What follows belongs to an exercise in optimizing a design on an open flow for small area, a short achievable clock period and few clock cycles per item; a production flow would make more cautious choices. At most, simulation tests tie the RTL to the original design; equivalence was not proved. For run 1, only the layout was checked, not whether the RTL still works.

## flow/design.v (module list and top-level ports; edited modules follow where they fit)
// module fadd_pre: 16 lines
// module fadd_pre_r: 19 lines
// module falign: 10 lines
// module flzc27: 11 lines
// module fadd_x: 38 lines
// module fadd_y: 29 lines
// module fnorm: 23 lines
// module fmul_p: 15 lines
// module fmul_pe: 15 lines
// module fmul_r: 23 lines
// module lfo_pfast: 27 lines
// module lfo_walign: 9 lines
// module lfo_pslow: 44 lines
// module lfo_palign: 14 lines
// module mul24x24: 410 lines
// module lfo_cmul: 179 lines
// module mul24x24e: 409 lines
// module benc24: 42 lines
// module lfo_idx: 35 lines
// module lfo_ss: 23 lines
// module lfo_sintab: 267 lines
// module lfo_tick: 416 lines
module lfo_tick (
    input  wire        clk,
    input  wire        rst,
    input  wire        cmd_valid,
    output wire        cmd_ready,
    input  wire [1:0]  cmd_op,
    input  wire [31:0] cmd_arg,
    input  wire [31:0] cmd_x0,
    input  wire [31:0] cmd_x1,
    output reg         res_valid,
    output reg  [31:0] res_y0,
    output reg  [31:0] res_y1,
    output reg  [31:0] res_mult,
    output reg  [31:0] res_sins,
    output reg  [31:0] res_phase
);
  // ...
==> flow/flow/run.sh <==
#!/bin/bash
set -euo pipefail
MARGIN=$(cat flow/margin.txt)
EXTRA=""
if [[ -f flow/extra.txt ]]; then EXTRA=$(cat flow/extra.txt); fi
bash standard.sh SETUP_SLACK_MARGIN=$MARGIN $EXTRA finish > layout.log 2>&1
==> flow/flow/extra.txt <==
REMOVE_ABC_BUFFERS=1
==> flow/flow/margin.txt <==
17.7
==> flow/standard.sh <==
#!/bin/bash
# synth_recipe.tcl (not shown) runs the flow's synth.tcl, then flattens the netlist and writes it again
# the make line also repeats each setting of config.mk as NAME=value (left out here)
make -C /OpenROAD-flow-scripts/flow DESIGN_CONFIG=/design/flow/config.mk WORK_HOME=/design/flow/orfs CLKGATE_MAP_FILE= SYNTH_SCRIPT=/design/flow/synth_recipe.tcl "${@:-finish}"
==> flow/config.mk <==
export PLATFORM = sky130hd
export DESIGN_NAME = lfo_tick
export DESIGN_NICKNAME = lfo_tick
export VERILOG_FILES = /design/flow/design.v
export SDC_FILE = /design/flow/constraint.sdc
export NUM_CORES = 8
export LEC_CHECK = 0
export ABC_AREA = 1
export CAP_MARGIN = 20
export CORE_MARGIN = 2
export CORE_UTILIZATION = 30
export CTS_CLUSTER_DIAMETER = 80
export CTS_CLUSTER_SIZE = 30
export SLEW_MARGIN = 20
export SYNTH_MEMORY_MAX_BITS = 65536
==> flow/constraint.sdc <==
create_clock -name core_clock -period 24.0 [get_ports {clk}]
set_input_delay 4.8000 -clock core_clock [delete_from_list [all_inputs] [get_ports {clk}]]
set_output_delay 4.8000 -clock core_clock [all_outputs]
set_load 0.01 [all_outputs]
==> impl_metrics.tcl, run 1 <==
set metrics [dict create \
    worst_slew_pin_slew_ns 1.26 \
    floorplan.initialDensity_pct 30.2 \
    maxCapViolations 0 \
    design.seq.count 1808 \
    layout_commonest_cell "nand2_1" \
    ctsResizeCount 1122 \
    multi_input_area_share_pct 57.8 \
    via_per_inst 5.28 \
    crit_end "res_mult[3]" \
    top_usage_layer "met2" \
    design_area_um2 163000 \
    end_kind "output port" \
    layout_setup_ws_ns 17.65 \
    cts_tree "built" \
    status "finished clean" \
    met2_usage_pct 36.7 \
    synth-xor-area-share_pct 7.44 \
    rsz0062_at_grt "true" \
    multi_input_area_um2 94000 \
    top_register "menc7" \
    die_h_um 695 \
    synthAdderAreaFrac_pct 18.7 \
    die-area_um2 484000 \
]
==> module lfo_tick, before the edit <==
module lfo_tick (
    input  wire        clk,
    input  wire        rst,
    input  wire        cmd_valid,
    output wire        cmd_ready,
    input  wire [1:0]  cmd_op,
    input  wire [31:0] cmd_arg,
    input  wire [31:0] cmd_x0,
    input  wire [31:0] cmd_x1,
    output reg         res_valid,
    output reg  [31:0] res_y0,
    output reg  [31:0] res_y1,
    output reg  [31:0] res_mult,
    output reg  [31:0] res_sins,
    output reg  [31:0] res_phase
);
    localparam [1:0] OP_TICK  = 2'd0;
    localparam [1:0] OP_PINC  = 2'd1;
    localparam [1:0] OP_PHASE = 2'd2;
    localparam [31:0] ONE_F      = 32'h3F800000;
    localparam [30:0] TWO_PI_M   = 31'h40C90FDB;
    localparam [31:0] QNAN       = 32'h7FC00000;
    localparam [2:0] P_IDLE = 3'd0;    
    localparam [2:0] P_WAIT = 3'd1;    
    localparam [2:0] P_G1   = 3'd2;    
    localparam [2:0] P_G2   = 3'd3;    
    localparam [2:0] P_G3   = 3'd4;    
    localparam [2:0] P_AL   = 3'd5;    
    reg  [2:0]  pst;
    reg         rdy;
    reg         cv;
    reg  [1:0]  c_op;
    reg  [31:0] c_arg, c_x0, c_x1;
    assign cmd_ready = rdy;
    wire acc = cmd_valid & rdy;
    wire go  = cv & (pst == P_IDLE);
    wire go_tick = go & (c_op == OP_TICK);
    reg  [2:0]  pst_n;
    wire cv_n = acc | (cv & ~go);
    always @(posedge clk) begin
        if (rdy) begin
            c_op  <= cmd_op;
            c_arg <= cmd_arg;
            c_x0  <= cmd_x0;
            c_x1  <= cmd_x1;
        end
        if (rst) begin
            cv  <= 1'b0;
            rdy <= 1'b1;
        end else begin
            cv  <= cv_n;
            rdy <= ~cv_n | (pst_n == P_IDLE);
        end
    end
    reg  [31:0] phase, pinc;
    reg  [25:0] par;       
    reg         pst_k;     
    reg         pswp;      
    reg         pok;       
    wire [31:0] pf_y;
    wire [1:0]  pf_k;
    wire        pf_ge, pf_ovf;
    lfo_pfast u_pf (.a(pswp ? pinc : phase), .ar(par), .st(pst_k), .y(pf_y), .k(pf_k), .ge(pf_ge), .ovf(pf_ovf));
    reg         pwr;
    wire [31:0] omg_w;
    wire ps_ge = ~omg_w[31] & (omg_w[30:0] >= TWO_PI_M) & ~((&omg_w[30:23]) & (|omg_w[22:0]));
    wire [25:0] al_ar;
    wire        al_st, al_swp, al_ok;
    wire go_pinc  = go & (c_op == OP_PINC);
    wire go_phase = go & (c_op == OP_PHASE);
    lfo_palign u_al (.p(go_phase ? c_arg : phase), .q(go_pinc ? c_arg : pinc), .ar(al_ar), .st(al_st),
                     .pswp(al_swp), .ok(al_ok));
    reg [31:0] phase_n, pinc_n;
    always @(*) begin
        pst_n   = pst;
        phase_n = phase;
        pinc_n  = pinc;
        case (pst)
            P_IDLE: begin
                if (cv) begin
                    case (c_op)
                        OP_TICK: begin
                            if (pok) begin
                                phase_n = pf_y;
                                pst_n   = pf_ge ? P_WAIT : (pswp ? P_AL : P_IDLE);
                            end else begin
                                pst_n   = P_WAIT;
                            end
                        end
                        OP_PINC:  pinc_n  = c_arg;
                        OP_PHASE: phase_n = c_arg;
                        default: ;
                    endcase
                end
            end
            P_WAIT: pst_n = P_G1;
            P_G1:   pst_n = P_G2;
            P_G2:   pst_n = P_G3;
            P_G3: begin
                phase_n = omg_w;
                pst_n   = (~pwr & ps_ge) ? P_G1 : P_AL;
            end
            default: pst_n = P_IDLE;
        endcase
    end
    wire [25:0] par_k = (pf_k == 2'd0) ? par :
                        (pf_k == 2'd1) ? {1'b0, par[25:1]} : {2'b00, par[25:2]};
    wire        pst_kk = pst_k | ((pf_k != 2'd0) & par[0]) | ((pf_k == 2'd2) & par[1]);
    always @(posedge clk) begin
        if (rst) begin
            pst   <= P_IDLE;
            phase <= 32'h00000000;
            pinc  <= 32'h00000000;
            pok   <= 1'b1;
            pswp  <= 1'b0;
            par   <= 26'd0;
            pst_k <= 1'b0;
            pwr   <= 1'b0;
        end else begin
            if (go_tick)
                pwr <= pok;                        
            else if (pst == P_G3)
                pwr <= 1'b1;
            pst   <= pst_n;
            phase <= phase_n;
            pinc  <= pinc_n;
            if ((pst == P_AL) | go_pinc | go_phase) begin
                par   <= al_ar;
                pst_k <= al_st;
                pswp  <= al_swp;
                pok   <= al_ok;
            end else if (go_tick & pok) begin
                par   <= par_k;
                pst_k <= pst_kk;
                pok   <= ~pf_ovf;
            end
        end
    end
    reg [31:0] h1, h2, h3, h4, h5, h6, h7;
    always @(posedge clk) begin
        h1 <= phase;
        h2 <= h1;
        h3 <= h2;
        h4 <= h3;
        h5 <= h4;
        h6 <= h5;
        h7 <= h6;
    end
    reg v1, v2, v3, v4, v5, v6, v7, v8;
    always @(posedge clk) begin
        if (rst) begin
            v1 <= 1'b0; v2 <= 1'b0; v3 <= 1'b0; v4 <= 1'b0;
            v5 <= 1'b0; v6 <= 1'b0; v7 <= 1'b0; v8 <= 1'b0;
            res_valid <= 1'b0;
        end else begin
            v1 <= go_tick; v2 <= v1; v3 <= v2; v4 <= v3;
            v5 <= v4; v6 <= v5; v7 <= v6; v8 <= v7;
            res_valid <= v8;
        end
    end
    reg s1, s2, s3, s4, s5, s6, s7, s8;
    reg r1, r2, r3, r4, r5, r6, r7, r8;
    wire        ph_nz = |phase[30:23];
    wire [47:0] prod;
    lfo_cmul u_cm (.a({ph_nz, phase[22:0]}), .p(prod));
    reg [25:0] pr1;
    reg        lz1, sg1, sp1;
    reg [7:0]  e1;
    reg [31:0] g1, x01, x11;
    always @(posedge clk) begin
        pr1 <= prod[47:22];
        lz1 <= ~(|phase[21:0]);           
        e1  <= {phase[30:24], phase[23] | ~ph_nz};
        sg1 <= phase[31];
        sp1 <= &phase[30:23];
        g1  <= c_arg;
        x01 <= c_x0;
        x11 <= c_x1;
        s1  <= ~pok;
        r1  <= pok & pf_ge;
    end
    wire [9:0] n_w;
    wire       bad_w;
    lfo_idx u_idx (.pr(pr1), .lz(lz1), .e(e1), .sgn(sg1), .spec(sp1), .n(n_w), .bad(bad_w));
    wire       oswp_w;
    wire [4:0] odd_w;
    wire       bor1 = (pst == P_G1);
    wire [31:0] ob1 = pwr ? 32'hC0C90FDB : pinc;
    wire [31:0] oa1 = bor1 ? phase : ONE_F;
    wire [31:0] nb1 = bor1 ? {~ob1[31], ob1[30:0]} : g1;      
    fadd_pre u_op (.a(oa1), .b({~nb1[31], nb1[30:0]}), .swp(oswp_w), .dd(odd_w));
    reg [9:0]  n2;
    reg        sg2, bad2, oswp2;
    reg [4:0]  odd2;
    reg [31:0] g2, x02, x12;
    always @(posedge clk) begin
        n2    <= n_w;
        sg2   <= sg1;
        bad2  <= bad_w;
        oswp2 <= oswp_w;
        odd2  <= odd_w;
        g2    <= nb1;
        x02   <= x01;
        x12   <= x11;
        s2    <= s1;
        r2    <= r1;
    end
    wire [31:0] ss_w;
    lfo_ss u_ss (.n(n2), .sgn(sg2), .bad(bad2), .ss(ss_w));
    wire [27:0] oa_s;
    wire [4:0]  oa_lz;
    wire [7:0]  oa_el;
    wire        oa_sg, oa_sub, oa_nan, oa_inf, oa_infs, oa_zs;
    fadd_x u_oa (.a((pst == P_G2) ? phase : ONE_F), .b({~g2[31], g2[30:0]}), .swp(oswp2), .dd(odd2), .s(oa_s), .lz(oa_lz),
                 .el(oa_el), .sg(oa_sg), .sub(oa_sub), .nan(oa_nan), .inf(oa_inf), .infs(oa_infs),
                 .zs(oa_zs));
    wire signed [9:0] ge_w;
    wire [23:0] gm_w;
    wire        gnan_w, ginf_w, gzero_w;
    fnorm u_gn (.a(g2), .e(ge_w), .m(gm_w), .nan(gnan_w), .inf(ginf_w), .zero(gzero_w));
    reg [31:0] ss3, x03, x13;
    reg [27:0] oa_s3;
    reg [4:0]  oa_lz3;
    reg [7:0]  oa_el3;
    reg        oa_sg3, oa_sub3, oa_nan3, oa_inf3, oa_infs3, oa_zs3;
    reg signed [9:0] ge3;
    reg [23:0] gm3;
    reg        gs3, gnan3, ginf3, gzero3;
    always @(posedge clk) begin
        ss3      <= ss_w;
        x03      <= x02;
        x13      <= x12;
        oa_s3    <= oa_s;
        oa_lz3   <= oa_lz;
        oa_el3   <= oa_el;
        oa_sg3   <= oa_sg;
        oa_sub3  <= oa_sub;
        oa_nan3  <= oa_nan;
        oa_inf3  <= oa_inf;
        oa_infs3 <= oa_infs;
        oa_zs3   <= oa_zs;
        ge3      <= ge_w;
        gm3      <= gm_w;
        gs3      <= g2[31];
        gnan3    <= gnan_w;
        ginf3    <= ginf_w;
        gzero3   <= gzero_w;
        s3       <= s2;
        r3       <= r2;
    end
    wire [26:0]        gp_w;
    wire               gpst_w;
    wire signed [10:0] ge0_w;
    fmul_p u_gp (.ea(ge3), .ma(gm3), .eb({2'b00, ss3[30:23]}), .mb({1'b1, ss3[22:0]}),
                 .p(gp_w), .pst(gpst_w), .e0(ge0_w));
    wire ss_nan  = &ss3[30:23];
    wire ss_zero = ~(|ss3[30:0]);
    fadd_y u_of (.s(oa_s3), .lz(oa_lz3), .el(oa_el3), .sg(oa_sg3), .sub(oa_sub3), .nan(oa_nan3),
                 .inf(oa_inf3), .infs(oa_infs3), .zs(oa_zs3), .y(omg_w));
    reg [26:0]        gp4;
    reg               gpst4;
    reg signed [10:0] ge04;
    reg               gsg4, gqn4, gin4, gzr4;
    reg [31:0]        ss4, omg4, x04, x14;
    always @(posedge clk) begin
        gp4  <= gp_w;
        gpst4 <= gpst_w;
        ge04 <= ge0_w;
        gsg4 <= gs3;
        gqn4 <= gnan3 | ss_nan | (ginf3 & ss_zero);
        gin4 <= ginf3;
        gzr4 <= gzero3 | ss_zero;
        ss4  <= ss3;
        omg4 <= omg_w;
        x04  <= x03;
        x14  <= x13;
        s4   <= s3;
        r4   <= r3;
    end
    wire [31:0] gsr_w;
    wire [30:0] gs_pre;
    wire        gs_rnd, gs_ovf;
    fmul_r u_gr (.s(gsg4), .p(gp4), .pst(gpst4), .e0(ge04), .y(gsr_w), .pre(gs_pre), .rnd(gs_rnd), .ovf(gs_ovf));
    wire [31:0] gs_w = gqn4 ? QNAN :
                       gin4 ? {gsg4, 8'hFF, 23'd0} :
                       gzr4 ? {gsg4, 31'd0} :
                       gsr_w;
    wire       mswp_w;
    wire [4:0] mdd_w;
    fadd_pre_r u_mp (.a(omg4), .pre(gs_pre), .rnd(gs_rnd), .spec(gqn4 | gin4 | gzr4 | gs_ovf),
                     .swp(mswp_w), .dd(mdd_w));
    reg [31:0] gs5, omg5, ss5, x05, x15;
    reg        mswp5;
    reg [4:0]  mdd5;
    always @(posedge clk) begin
        gs5   <= gs_w;
        omg5  <= omg4;
        mswp5 <= mswp_w;
        mdd5  <= mdd_w;
        ss5   <= ss4;
        x05   <= x04;
        x15   <= x14;
        s5    <= s4;
        r5    <= r4 | ((pst == P_G3) & ~pwr & ps_ge);
    end
    wire [27:0] ma_s;
    wire [4:0]  ma_lz;
    wire [7:0]  ma_el;
    wire        ma_sg, ma_sub, ma_nan, ma_inf, ma_infs, ma_zs;
    fadd_x u_ma (.a(omg5), .b(gs5), .swp(mswp5), .dd(mdd5), .s(ma_s), .lz(ma_lz), .el(ma_el),
                 .sg(ma_sg), .sub(ma_sub), .nan(ma_nan), .inf(ma_inf), .infs(ma_infs), .zs(ma_zs));
    reg [27:0] ma_s6;
    reg [4:0]  ma_lz6;
    reg [7:0]  ma_el6;
    reg        ma_sg6, ma_sub6, ma_nan6, ma_inf6, ma_infs6, ma_zs6;
    reg [31:0] ss6, x06, x16;
    always @(posedge clk) begin
        ma_s6    <= ma_s;
        ma_lz6   <= ma_lz;
        ma_el6   <= ma_el;
        ma_sg6   <= ma_sg;
        ma_sub6  <= ma_sub;
        ma_nan6  <= ma_nan;
        ma_inf6  <= ma_inf;
        ma_infs6 <= ma_infs;
        ma_zs6   <= ma_zs;
        ss6      <= ss5;
        x06      <= x05;
        x16      <= x15;
        s6       <= s5;
        r6       <= r5;
    end
    wire [31:0] m_w;
    fadd_y u_mf (.s(ma_s6), .lz(ma_lz6), .el(ma_el6), .sg(ma_sg6), .sub(ma_sub6), .nan(ma_nan6),
                 .inf(ma_inf6), .infs(ma_infs6), .zs(ma_zs6), .y(m_w));
    wire signed [9:0] x0e_w, x1e_w;
    wire [23:0] x0m_w, x1m_w;
    wire        x0nan_w, x0inf_w, x0zero_w, x1nan_w, x1inf_w, x1zero_w;
    fnorm u_x0n (.a(x06), .e(x0e_w), .m(x0m_w), .nan(x0nan_w), .inf(x0inf_w), .zero(x0zero_w));
    fnorm u_x1n (.a(x16), .e(x1e_w), .m(x1m_w), .nan(x1nan_w), .inf(x1inf_w), .zero(x1zero_w));
    wire [38:0] menc_w;
    benc24 u_me (.b({1'b1, m_w[22:0]}), .enc(menc_w));
    reg [38:0] menc7;
    reg [31:0] m7, ss7;
    reg signed [9:0] x0e7, x1e7;
    reg [23:0] x0m7, x1m7;
    reg        x0s7, x1s7, x0nan7, x0inf7, x0zero7, x1nan7, x1inf7, x1zero7;
    always @(posedge clk) begin
        m7      <= m_w;
        menc7   <= menc_w;
        ss7     <= ss6;
        x0e7    <= x0e_w;
        x1e7    <= x1e_w;
        x0m7    <= x0m_w;
        x1m7    <= x1m_w;
        x0s7    <= x06[31];
        x1s7    <= x16[31];
        x0nan7  <= x0nan_w;
        x0inf7  <= x0inf_w;
        x0zero7 <= x0zero_w;
        x1nan7  <= x1nan_w;
        x1inf7  <= x1inf_w;
        x1zero7 <= x1zero_w;
        s7      <= s6;
        r7      <= r6;
    end
    wire m_nan  = (&m7[30:23]) & (|m7[22:0]);
    wire m_inf  = (&m7[30:23]) & ~(|m7[22:0]);
    wire m_zero = ~(|m7[30:0]);
    wire [26:0]        y0p_w, y1p_w;
    wire               y0pst_w, y1pst_w;
    wire signed [10:0] y0e_w, y1e_w;
    fmul_pe u_y0p (.ea(x0e7), .ma(x0m7), .eb({2'b00, m7[30:23]}), .enc(menc7),
                  .p(y0p_w), .pst(y0pst_w), .e0(y0e_w));
    fmul_pe u_y1p (.ea(x1e7), .ma(x1m7), .eb({2'b00, m7[30:23]}), .enc(menc7),
                  .p(y1p_w), .pst(y1pst_w), .e0(y1e_w));
    reg [26:0]        y0p8, y1p8;
    reg               y0pst8, y1pst8;
    reg signed [10:0] y0e8, y1e8;
    reg               y0s8, y1s8, y0qn8, y1qn8, y0in8, y1in8, y0zr8, y1zr8;
    reg [31:0]        m8, ss8;
    always @(posedge clk) begin
        y0p8  <= y0p_w;
        y1p8  <= y1p_w;
        y0pst8 <= y0pst_w;
        y1pst8 <= y1pst_w;
        y0e8  <= y0e_w;
        y1e8  <= y1e_w;
        y0s8  <= x0s7 ^ m7[31];
        y1s8  <= x1s7 ^ m7[31];
        y0qn8 <= x0nan7 | m_nan | (x0inf7 & m_zero) | (x0zero7 & m_inf);
        y1qn8 <= x1nan7 | m_nan | (x1inf7 & m_zero) | (x1zero7 & m_inf);
        y0in8 <= x0inf7 | m_inf;
        y1in8 <= x1inf7 | m_inf;
        y0zr8 <= x0zero7 | m_zero;
        y1zr8 <= x1zero7 | m_zero;
        m8    <= m7;
        ss8   <= ss7;
        s8    <= s7;
        r8    <= r7;
    end
    wire [31:0] y0r_w, y1r_w;
    fmul_r u_y0r (.s(y0s8), .p(y0p8), .pst(y0pst8), .e0(y0e8), .y(y0r_w), .pre(), .rnd(), .ovf());
    fmul_r u_y1r (.s(y1s8), .p(y1p8), .pst(y1pst8), .e0(y1e8), .y(y1r_w), .pre(), .rnd(), .ovf());
    always @(posedge clk) begin
        res_y0   <= y0qn8 ? QNAN : y0in8 ? {y0s8, 8'hFF, 23'd0} : y0zr8 ? {y0s8, 31'd0} : y0r_w;
        res_y1   <= y1qn8 ? QNAN : y1in8 ? {y1s8, 8'hFF, 23'd0} : y1zr8 ? {y1s8, 31'd0} : y1r_w;
        res_mult <= m8;
        res_sins <= ss8;
        case ({r8, s8})
            2'b00:   res_phase <= h7;
            2'b11:   res_phase <= phase;
            default: res_phase <= h3;
        endcase
    end
endmodule
==> inputs of run 2 (changes only) <==
--- a/flow/design.v
+++ b/flow/design.v
@@ -1687,27 +1687,11 @@
     reg  [2:0]  pst;
     reg         rdy;
-    reg         cv;
-    reg  [1:0]  c_op;
-    reg  [31:0] c_arg, c_x0, c_x1;
     assign cmd_ready = rdy;
-    wire acc = cmd_valid & rdy;
-    wire go  = cv & (pst == P_IDLE);
-    wire go_tick = go & (c_op == OP_TICK);
+    wire go      = cmd_valid & rdy;
+    wire go_tick = go & (cmd_op == OP_TICK);
     reg  [2:0]  pst_n;
-    wire cv_n = acc | (cv & ~go);
     always @(posedge clk) begin
-        if (rdy) begin
-            c_op  <= cmd_op;
-            c_arg <= cmd_arg;
-            c_x0  <= cmd_x0;
-            c_x1  <= cmd_x1;
-        end
-        if (rst) begin
-            cv  <= 1'b0;
-            rdy <= 1'b1;
-        end else begin
-            cv  <= cv_n;
-            rdy <= ~cv_n | (pst_n == P_IDLE);
-        end
+        if (rst) rdy <= 1'b1;
+        else     rdy <= (pst_n == P_IDLE);
     end
     reg  [31:0] phase, pinc;
@@ -1725,7 +1709,5 @@
     wire [25:0] al_ar;
     wire        al_st, al_swp, al_ok;
-    wire go_pinc  = go & (c_op == OP_PINC);
-    wire go_phase = go & (c_op == OP_PHASE);
-    lfo_palign u_al (.p(go_phase ? c_arg : phase), .q(go_pinc ? c_arg : pinc), .ar(al_ar), .st(al_st),
+    lfo_palign u_al (.p(phase), .q(pinc), .ar(al_ar), .st(al_st),
                      .pswp(al_swp), .ok(al_ok));
     reg [31:0] phase_n, pinc_n;
@@ -1736,6 +1718,6 @@
         case (pst)
             P_IDLE: begin
-                if (cv) begin
-                    case (c_op)
+                if (cmd_valid) begin
+                    case (cmd_op)
                         OP_TICK: begin
                             if (pok) begin
@@ -1746,6 +1728,12 @@
                             end
                         end
-                        OP_PINC:  pinc_n  = c_arg;
-                        OP_PHASE: phase_n = c_arg;
+                        OP_PINC: begin
+                            pinc_n = cmd_arg;
+                            pst_n  = P_AL;
+                        end
+                        OP_PHASE: begin
+                            phase_n = cmd_arg;
+                            pst_n   = P_AL;
+                        end
                         default: ;
                     endcase
@@ -1783,5 +1771,5 @@
             phase <= phase_n;
             pinc  <= pinc_n;
-            if ((pst == P_AL) | go_pinc | go_phase) begin
+            if (pst == P_AL) begin
                 par   <= al_ar;
                 pst_k <= al_st;
@@ -1832,7 +1820,7 @@
         sg1 <= phase[31];
         sp1 <= &phase[30:23];
-        g1  <= c_arg;
-        x01 <= c_x0;
-        x11 <= c_x1;
+        g1  <= cmd_arg;
+        x01 <= cmd_x0;
+        x11 <= cmd_x1;
         s1  <= ~pok;
         r1  <= pok & pf_ge;
--- a/flow/config.mk
+++ b/flow/config.mk
@@ -14,2 +14,3 @@
 export SLEW_MARGIN = 20
 export SYNTH_MEMORY_MAX_BITS = 65536
+export TNS_END_PERCENT = 30
==> impl_metrics.tcl, run 2 <==
set metrics [dict create \
    die-area_um2 469000 \
    rsz0062_at_grt "true" \
    end_kind "output port" \
    worst_r2r_startpoint "menc7[25]" \
    vias 135218 \
    avgRoutedWirePerCell_um 21.7 \
    async_flop_share_pct 0 \
    fin_crit_sh_pct 26.5 \
    max_freq_ghz 0.157 \
    seq_area_frac_synth_pct 24.6 \
    design_area_um2 157000 \
    hold-path-endpoint "x16[5]" \
    critPathLaunch "rdy" \
    post_route_cells_drive_above_1_share_pct 8.04 \
    r2r_cells 20 \
    cts_tree "built" \
    h-tree-depth 3 \
    grt_pass1_wl_mm 814 \
    yosysTopAreaCell "dfxtp_1" \
    syn_area_um2 139000 \
    clk_latency_ns 0.95 \
    die_h_um 685 \
    yosys_register_bits 1709 \
    antenna_found_initial 32 \
    met3_usage_pct 3.71 \
    placed_area_um2 147000 \
    avgSynthCellArea_um2 7.23 \
    min_delay_path_depth 0 \
    post-synth-top-count-cell "nand2_1" \
    synth_top_area_share_pct 24.6 \
    skew_ns 0.102 \
    crit_family "flip-flops" \
    ys.flop_type "dfxtp_1" \
    yosysWarnings 5 \
    grt_use_met1_pct 29.2 \
    worst_slew_pin_slew_ns 1.25 \
    post-dp-hpwl_mm 412 \
    synth-edff-count 0 \
    place_congestion 0.995 \
    reg2reg_to "y0p8[22]" \
    final.setup.tns_ns 0 \
    cpMaxStageDelayCell "dfxtp_1" \
    cts_buffers 108 \
    area_growth_pct 13.2 \
    hold_viol_final 0 \
    crit_arrival_ns 1.57 \
    status "finished clean" \
    slowest_delay_ns 0.41 \
    layout_commonest_cell "nand2_1" \
    required_ns 19.20 \
    via_per_inst 5.30 \
    floorplan.initialDensity_pct 30.2 \
    die_w_um 685 \
    row_count 249 \
    grt_max_degree 95 \
    ys_top_cells_by_count "3738 x nand2_1, 2657 x inv_1, 1709 x dfxtp_1, 1354 x o21ai_0, 1305 x nor2_1" \
    core_um2 461000 \
    cts.path.max_buffers 4 \
    cp_max_fo 2 \
    finalSetupViolCount 0 \
    met2_usage_pct 36.0 \
    ctsHoldBuffers 0 \
    wl_mm 553 \
    path_cells "clkdlybuf4s15_1" \
    pin_count 263 \
    maxCapViolations 0 \
    hold_path_class "register to register" \
    final_cell_mix "3681 x nand2_1, 2576 x inv_1, 1629 x dfxtp_1" \
    netlist_top_cells_area "dfxtp_1 25%, fa_1 13%, nand2_1 10%, inv_1 7.2%, xor2_1 7.0%" \
    grt_pass1_vias 128226 \
    top_register "menc7" \
    worstSetupPathType "register to output port" \
    cts_sinks 1709 \
    drt_pass1_iterations 6 \
    hp-start "x15[5]" \
    path_clk_slew_ns 0.09 \
    relSlewSlack_pct 15.7 \
    io_buffers 261 \
    finalCriticalPeriod_ns 6.37 \
    drt_iter0_drc 14038 \
    rrSetupSlack_ns 17.84 \
    grt_usage_pct 22.4 \
    syn-instance-count 19228 \
    startpoint_type "register" \
    ant_nets 0 \
    slew_violations 0 \
    root_buffer "clkbuf_16" \
    ys_types 85 \
    cp_num_buf_inv 1 \
    largest_register_ff_count 35 \
    top_usage_layer "met2" \
    grt_overflow 0 \
    nets 20986 \
    drc 0 \
]
-- run 2: cell type report --
cell class,count,area (um2)
Antenna cell,12,30.0
Timing Repair Buffer,788,7580
Multi-Input combinational cell,13837,92400
Fill cell,49134,303000
Timing Repair inverter,21,120
Sequential cell,1709,34400
Clock buffer,114,2790
Inverter,2807,11000
Tap cell,6149,7690
Clock inverter,67,1340
-- run 2: stage by stage --
step / setup WS, ns / std cells / utilization, % / hold WS, ns
finish: 17.63 / 25504 / 34.2 / 0.295
global route: 17.57 / 25493 / 34.1 / 0.314
CTS: 17.60 / 25274 / 33.4 / 0.303
detailed placement: 14.78 / 24986 / 32.0 / 0.312
global placement: 14.69 / 24986 / 32.0 / 0.310
floorplan: 15.22 / 18345 / - / 0.310
-- run 2: worst max-delay path by stage --
stage	depth (start not counted)	slack (ns)	endpoint
detailed placement	12	14.78	phase[25]
global placement	12	14.69	phase[25]
floorplan	29	15.22	ss3[25]
global route	1	17.57	res_phase[21]
CTS	1	17.60	res_y0[18]
finish	1	17.63	cmd_ready
-- run 2: repair_timing --
item / in CTS / in global routing
resized for setup: 651 / 566
buffers inserted: 87 / 193
pin swaps: 17 / 70
setup endpoints to repair: 340 / 340
cloned: 20 / 25
-- run 2: metal layers --
metal,share of wire (%),vias up
met3,8.6,1525
met4,5.6,8
li1,-,63069
met1,41,63952
met2,45,6664
met5,0.0092,-
-- run 2: kinds of logic (layout without fill, tap and decap cells) --
logic type,Yosys count,after routing,share of synthesized area [%]
compound gates,3920,3921,16.3
xor+xnor,1228,1228,7.74
fa+ha+maj,1613,1613,19.3
buf+inv,3690,3797,10.2
flops,1709,1709,24.6
mux,50,50,0.365
other cells,1,13,0.00270
simple gates,7017,7024,21.4
Testbench counts of run 2, summed over its fixed seeds: cycles 4,306, items 4,096.
==> inputs of run 3 (changes only) <==
==> flow/flow/margin.txt (replaced) <==
17.85
--- a/flow/config.mk
+++ b/flow/config.mk
@@ -14,3 +14,2 @@
 export SLEW_MARGIN = 20
 export SYNTH_MEMORY_MAX_BITS = 65536
-export TNS_END_PERCENT = 30
==> impl_metrics.tcl, run 3 <==
set metrics [dict create \
    via_per_inst 5.31 \
    cts_tree "built" \
    maxCapViolations 0 \
    vias 135749 \
    synth_top_area_share_pct 24.6 \
    yosysWarnings 5 \
    pin_count 263 \
    drc 0 \
    worst_slew_pin_slew_ns 1.26 \
    crit_family "flip-flops" \
    max_freq_ghz 0.159 \
    ctsHoldBuffers 0 \
    crit_arrival_ns 1.49 \
    grt_max_degree 95 \
    slowest_delay_ns 0.44 \
    post-synth-top-count-cell "nand2_1" \
    path_cells "buf_6" \
    design_area_um2 159000 \
    avgSynthCellArea_um2 7.23 \
    grt_pass1_wl_mm 815 \
    dpl_worst_slack_ns 14.78 \
    grt_usage_pct 22.4 \
    finalCriticalPeriod_ns 6.29 \
    required_ns 19.20 \
    root_buffer "clkbuf_16" \
    end_kind "output port" \
    largest_register_ff_count 35 \
    final.setup.tns_ns 0 \
    hold_viol_final 0 \
    clk_latency_ns 0.95 \
    nets 21068 \
    finalNonFillerCells 25586 \
    finalSetupViolCount 0 \
    cts.path.max_buffers 4 \
    path_clk_slew_ns 0.10 \
    drt_pass1_iterations 9 \
    place_congestion 0.995 \
    ant_nets 0 \
    yosysTopAreaCell "dfxtp_1" \
    relSlewSlack_pct 15.1 \
    cp_num_buf_inv 1 \
    die_w_um 685 \
    multi_input_area_um2 93200 \
    drt_iter0_drc 14120 \
    post_route_cells_drive_above_1_share_pct 10.3 \
    wl_mm 557 \
    syn-instance-count 19228 \
    area_growth_pct 14.7 \
    die_h_um 685 \
    core_um2 461000 \
    hold_path_class "register to register" \
    grt_overflow 0 \
    post-dp-hpwl_mm 412 \
    skew_ns 0.103 \
    floorplan.initialDensity_pct 30.2 \
    seq_area_um2 34600 \
    slew_violations 0 \
    async_flop_share_pct 0 \
    cts_buffers 108 \
    fill_cells 48912 \
    h-tree-depth 3 \
    seq_area_frac_synth_pct 24.6 \
    cts_sinks 1709 \
    place_inst 24986 \
    avgRoutedWirePerCell_um 21.8 \
    cpMaxStageDelayCell "dfxtp_4" \
    grt_pass1_vias 128493 \
    row_count 249 \
    antenna_found_initial 39 \
    ys_top_cells_by_count "3738 x nand2_1, 2657 x inv_1, 1709 x dfxtp_1, 1354 x o21ai_0, 1305 x nor2_1" \
    synth-edff-count 0 \
    io_buffers 261 \
    yosys_register_bits 1709 \
    syn_area_um2 139000 \
    placed_area_um2 147000 \
    layout_setup_ws_ns 17.71 \
    fin_crit_sh_pct 26.2 \
    top_register "menc7" \
    final_cell_mix "3649 x nand2_1, 2566 x inv_1, 1524 x dfxtp_1" \
    layout_commonest_cell "nand2_1" \
    worstSetupPathType "register to output port" \
    cp_max_fo 1 \
    netlist_top_cells_area "dfxtp_1 25%, fa_1 13%, nand2_1 10%, inv_1 7.2%, xor2_1 7.0%" \
    ys.flop_type "dfxtp_1" \
    ys_types 85 \
    rsz0062_at_grt "true" \
    die-area_um2 469000 \
    status "finished clean" \
    startpoint_type "register" \
]
-- run 3: changes by cell type in the layout (fill, tap and decap cells not counted), moves of 22 or more --
cell / before / now
clkdlybuf4s15_1: 33 / 0
dfxtp_2: 51 / 139
dlygate4sd2_1: 98 / 0
clkdlybuf4s15_2: 22 / 0
buf_2: 6 / 54
buf_6: 49 / 162
nand2_1: 3681 / 3649
buf_4: 411 / 449
nand2_2: 58 / 83
dfxtp_1: 1629 / 1524
-- run 3: area by class of cell --
type	instances	share of cell area [%]
multi-input cells	13839	58.5
flip-flops and latches	1709	21.7
inverters	2807	6.94
repair buffers	864	5.37
well taps	6149	4.83
clock buffers	114	1.75
clock inverters	67	0.839
repair inverters	25	0.0966
diodes	12	0.0188
-- run 3: cell families after synthesis --
group	share of synthesized area [%]
simple gates	21.4
compound gates	16.3
buf+inv	10.2
flops	24.6
fa+ha+maj	19.3
xor+xnor	7.74
mux	0.365
other cells	0.00270
-- run 3: final timing paths --
path,start,end,slack [ns],cells past startpoint
worst min register to register,x15[5],x16[5],0.30,0
worst min-delay path,x15[5],x16[5],0.30,0
worst max-delay path,res_phase[24],res_phase[24],17.71,1
worst max register to register,menc7[25],y0p8[16],18.00,21
-- run 3: metrics by stage --
| stage | util (%) | hold WS [ns] |
|---|---|---|
| final | 34.6 | 0.298 |
| after global routing | 34.6 | 0.314 |
| after CTS | 33.5 | 0.303 |
| after detailed placement | 32.0 | 0.312 |
| after global placement | 32.0 | 0.310 |
| after floorplan | - | 0.310 |
-- run 3: worst reg2reg max path, stage by stage, from the launching register on --
cell      delay (ns)
dfxtp_2         0.40
inv_2           0.08
buf_6           0.42
o22ai_1         0.27
xor2_1          0.25
fa_1            0.50
fa_1            0.50
inv_1           0.05
fa_1            0.39
inv_1           0.07
fa_1            0.44
fa_1            0.56
inv_1           0.05
ha_1            0.41
nand2_1         0.20
nor2_1          0.18
inv_1           0.06
o221ai_1        0.19
a21oi_2         0.13
o21ai_1         0.30
a21oi_1         0.13
xnor2_1         0.29
-- run 3: timing repair --
| item | 4_1_cts | 5_1_grt |
|---|---|---|
| gates resized for setup | 1320 | 788 |
| cloned | 25 | 33 |
| pin swaps | 27 | 118 |
| buffers inserted | 126 | 223 |
| setup endpoints to repair | 356 | 358 |
-- run 3: metal layers --
metal  part of all wire [%]  up-vias  track usage (%)
met5                  0.017        -                0
met4                    5.8       14             10.6
met3                    8.6     1585             3.70
met2                     45     6620             36.0
met1                     41    64293             29.3
li1                       -    63237                -
==> inputs of run 4 (changes only) <==
==> flow/flow/margin.txt (replaced) <==
17.7
==> impl_metrics.tcl, run 4 <==
set metrics [dict create \
    status "finished clean" \
    ys_types 85 \
    min_delay_path_depth 0 \
    async_flop_share_pct 0 \
    max_freq_ghz 0.159 \
    final.setup.tns_ns 0 \
    syn_area_um2 139000 \
    nets 20991 \
    cp_max_fo 1 \
    crit_family "flip-flops" \
    pin_count 263 \
    die_h_um 685 \
    yosysTopAreaCell "dfxtp_1" \
    ant_nets 0 \
    syn-instance-count 19228 \
    relSlewSlack_pct 10.5 \
    required_ns 19.20 \
    critPathLaunch "res_phase[24]" \
    layout_commonest_cell "nand2_1" \
    post_route_cells_drive_above_1_share_pct 8.89 \
    reg2reg_to "y0p8[22]" \
    top_register "menc7" \
    h-tree-depth 3 \
    grt_overflow 0 \
    grt_usage_pct 22.4 \
    maxCapViolations 0 \
    cts_buffers 108 \
    worst_slew_pin_slew_ns 1.33 \
    floorplan.initialDensity_pct 30.2 \
    r2r_cells 19 \
    yosysWarnings 5 \
    cp_num_cells 1 \
    rrSetupSlack_ns 17.83 \
    grt_max_degree 95 \
    row_count 249 \
    cts_sinks 1709 \
    path_clk_slew_ns 0.10 \
    path_cells "buf_6" \
    post-synth-top-count-cell "nand2_1" \
    die-area_um2 469000 \
    avgRoutedWirePerCell_um 21.7 \
    cpMaxStageDelayCell "dfxtp_4" \
    cp_num_buf_inv 1 \
    netlist_top_cells_area "dfxtp_1 25%, fa_1 13%, nand2_1 10%, inv_1 7.2%, xor2_1 7.0%" \
    ys_top_cells_by_count "3738 x nand2_1, 2657 x inv_1, 1709 x dfxtp_1, 1354 x o21ai_0, 1305 x nor2_1" \
    ys.flop_type "dfxtp_1" \
    vias 135078 \
    largest_register_ff_count 35 \
    worstSetupPathType "register to output port" \
    grt_pass1_vias 128345 \
    hold_viol_final 0 \
    worst_r2r_startpoint "menc7[19]" \
    via_per_inst 5.30 \
    ctsHoldBuffers 0 \
    area_growth_pct 13.0 \
    hold-path-endpoint "x16[5]" \
    place_inst 24986 \
    slew_violations 0 \
    drc 0 \
    io_buffers 261 \
    cts.path.max_buffers 4 \
    grt_pass1_wl_mm 814 \
    clk_latency_ns 0.95 \
    startpoint_type "register" \
    place_congestion 0.995 \
    finalCriticalPeriod_ns 6.30 \
    fin_crit_sh_pct 26.2 \
    synth_top_area_share_pct 24.6 \
    core_um2 461000 \
    seq_area_frac_synth_pct 24.6 \
    avgSynthCellArea_um2 7.23 \
    finalNonFillerCells 25509 \
    drt_iter0_drc 14134 \
    wl_mm 553 \
    drt_pass1_iterations 9 \
    finalSetupViolCount 0 \
    skew_ns 0.103 \
    antenna_found_initial 36 \
    cts_tree "built" \
    yosys_register_bits 1709 \
    die_w_um 685 \
    post-dp-hpwl_mm 412 \
    final_cell_mix "3682 x nand2_1, 2573 x inv_1, 1600 x dfxtp_1" \
    root_buffer "clkbuf_16" \
    synth-edff-count 0 \
    slowest_delay_ns 0.45 \
    hold_path_class "register to register" \
    hp-start "x15[5]" \
    rsz0062_at_grt "true" \
    crit_arrival_ns 1.50 \
    end_kind "output port" \
]
-- run 4: worst max-delay path by stage --
| stage | to | slack, ns |
|---|---|---|
| floorplan | ss3[25] | 15.22 |
| global placement | phase[25] | 14.69 |
| detailed placement | phase[25] | 14.78 |
| CTS | res_phase[24] | 17.63 |
| global route | ma_lz6[4] | 17.60 |
| finish | res_phase[24] | 17.70 |
-- run 4: metrics by stage --
step | hold slack [ns] | util [%] | worst slack (ns) | instance area, um2
final | 0.300 | 34.1 | 17.70 | 157000
after global routing | 0.314 | 34.1 | 17.60 | 157000
after CTS | 0.303 | 33.3 | 17.63 | 153000
after detailed placement | 0.312 | 32.0 | 14.78 | 147000
after global placement | 0.310 | 32.0 | 14.69 | 147000
after floorplan | 0.310 | - | 15.22 | 135000
-- run 4: final cells by class --
type                    instances  area (um2)
fillers                     49143      304000
multi-input cells           13837       92500
flip-flops and latches       1709       34400
inverters                    2807       11000
well taps                    6149        7690
repair buffers                794        7150
clock buffers                 114        2790
clock inverters                67        1340
repair inverters               20         115
diodes                         12        30.0
-- run 4: kinds of logic after synthesis --
kind of cell,synth area share (%)
XOR/XNOR,7.74
AND/OR/NAND/NOR,21.4
multiplexers,0.365
other,0.00270
flip-flops,24.6
buffers and inverters,10.2
AO/OA/AOI/OAI,16.3
adder cells (fa/ha/maj),19.3
-- run 4: per-layer routing --
layer / GRT usage (%) / routed length [um] / up-vias
met3: 3.67 / 47100 / 1528
met4: 10.6 / 31700 / 14
met5: 0 / 92 / -
met2: 36.0 / 246000 / 6567
met1: 29.2 / 228000 / 63892
li1: - / - / 63077
-- run 4: timing repair --
| action | in CTS | in global routing |
|---|---|---|
| resized for setup | 1019 | 606 |
| setup buffers | 91 | 195 |
| setup endpoints to repair | 340 | 201 |
| gates cloned | 20 | 24 |
| pin swaps | 17 | 72 |

## port drivers added, routing unchanged
How much do the figures lean on ideal ports? The routed layouts below were timed once more, with nothing changed but the port constraints. Step 1 (the two cells are an assumption about what drives the block):
set clk [get_ports {clk}]
set_driving_cell -lib_cell sky130_fd_sc_hd__clkbuf_16 $clk
set_driving_cell -lib_cell sky130_fd_sc_hd__buf_2 [delete_from_list [all_inputs] $clk]
Step 2, shift: input delay + t, output delay - t, t = (earliest + latest rising clock arrival at the registers) / 2. This alone moves slack from input paths to output paths. Slacks: ideal / step 1 / step 2; pairs: ideal / step 1.
run	t, ns	setup WS [ns]	cell pins on the clock port's net
run 1	1.058	17.654 / 17.552 / 17.578	1
run 2	0.999	17.629 / 17.524 / 16.822	1
run 3	0.998	17.708 / 17.606 / 17.039	1
run 4	0.998	17.702 / 17.598 / 16.845	1
After both steps setup and hold are still met in every run listed. For run 4, which loses most, drivers alone change the setup slack by -0.104 ns; drivers and shift together by -0.857 ns.
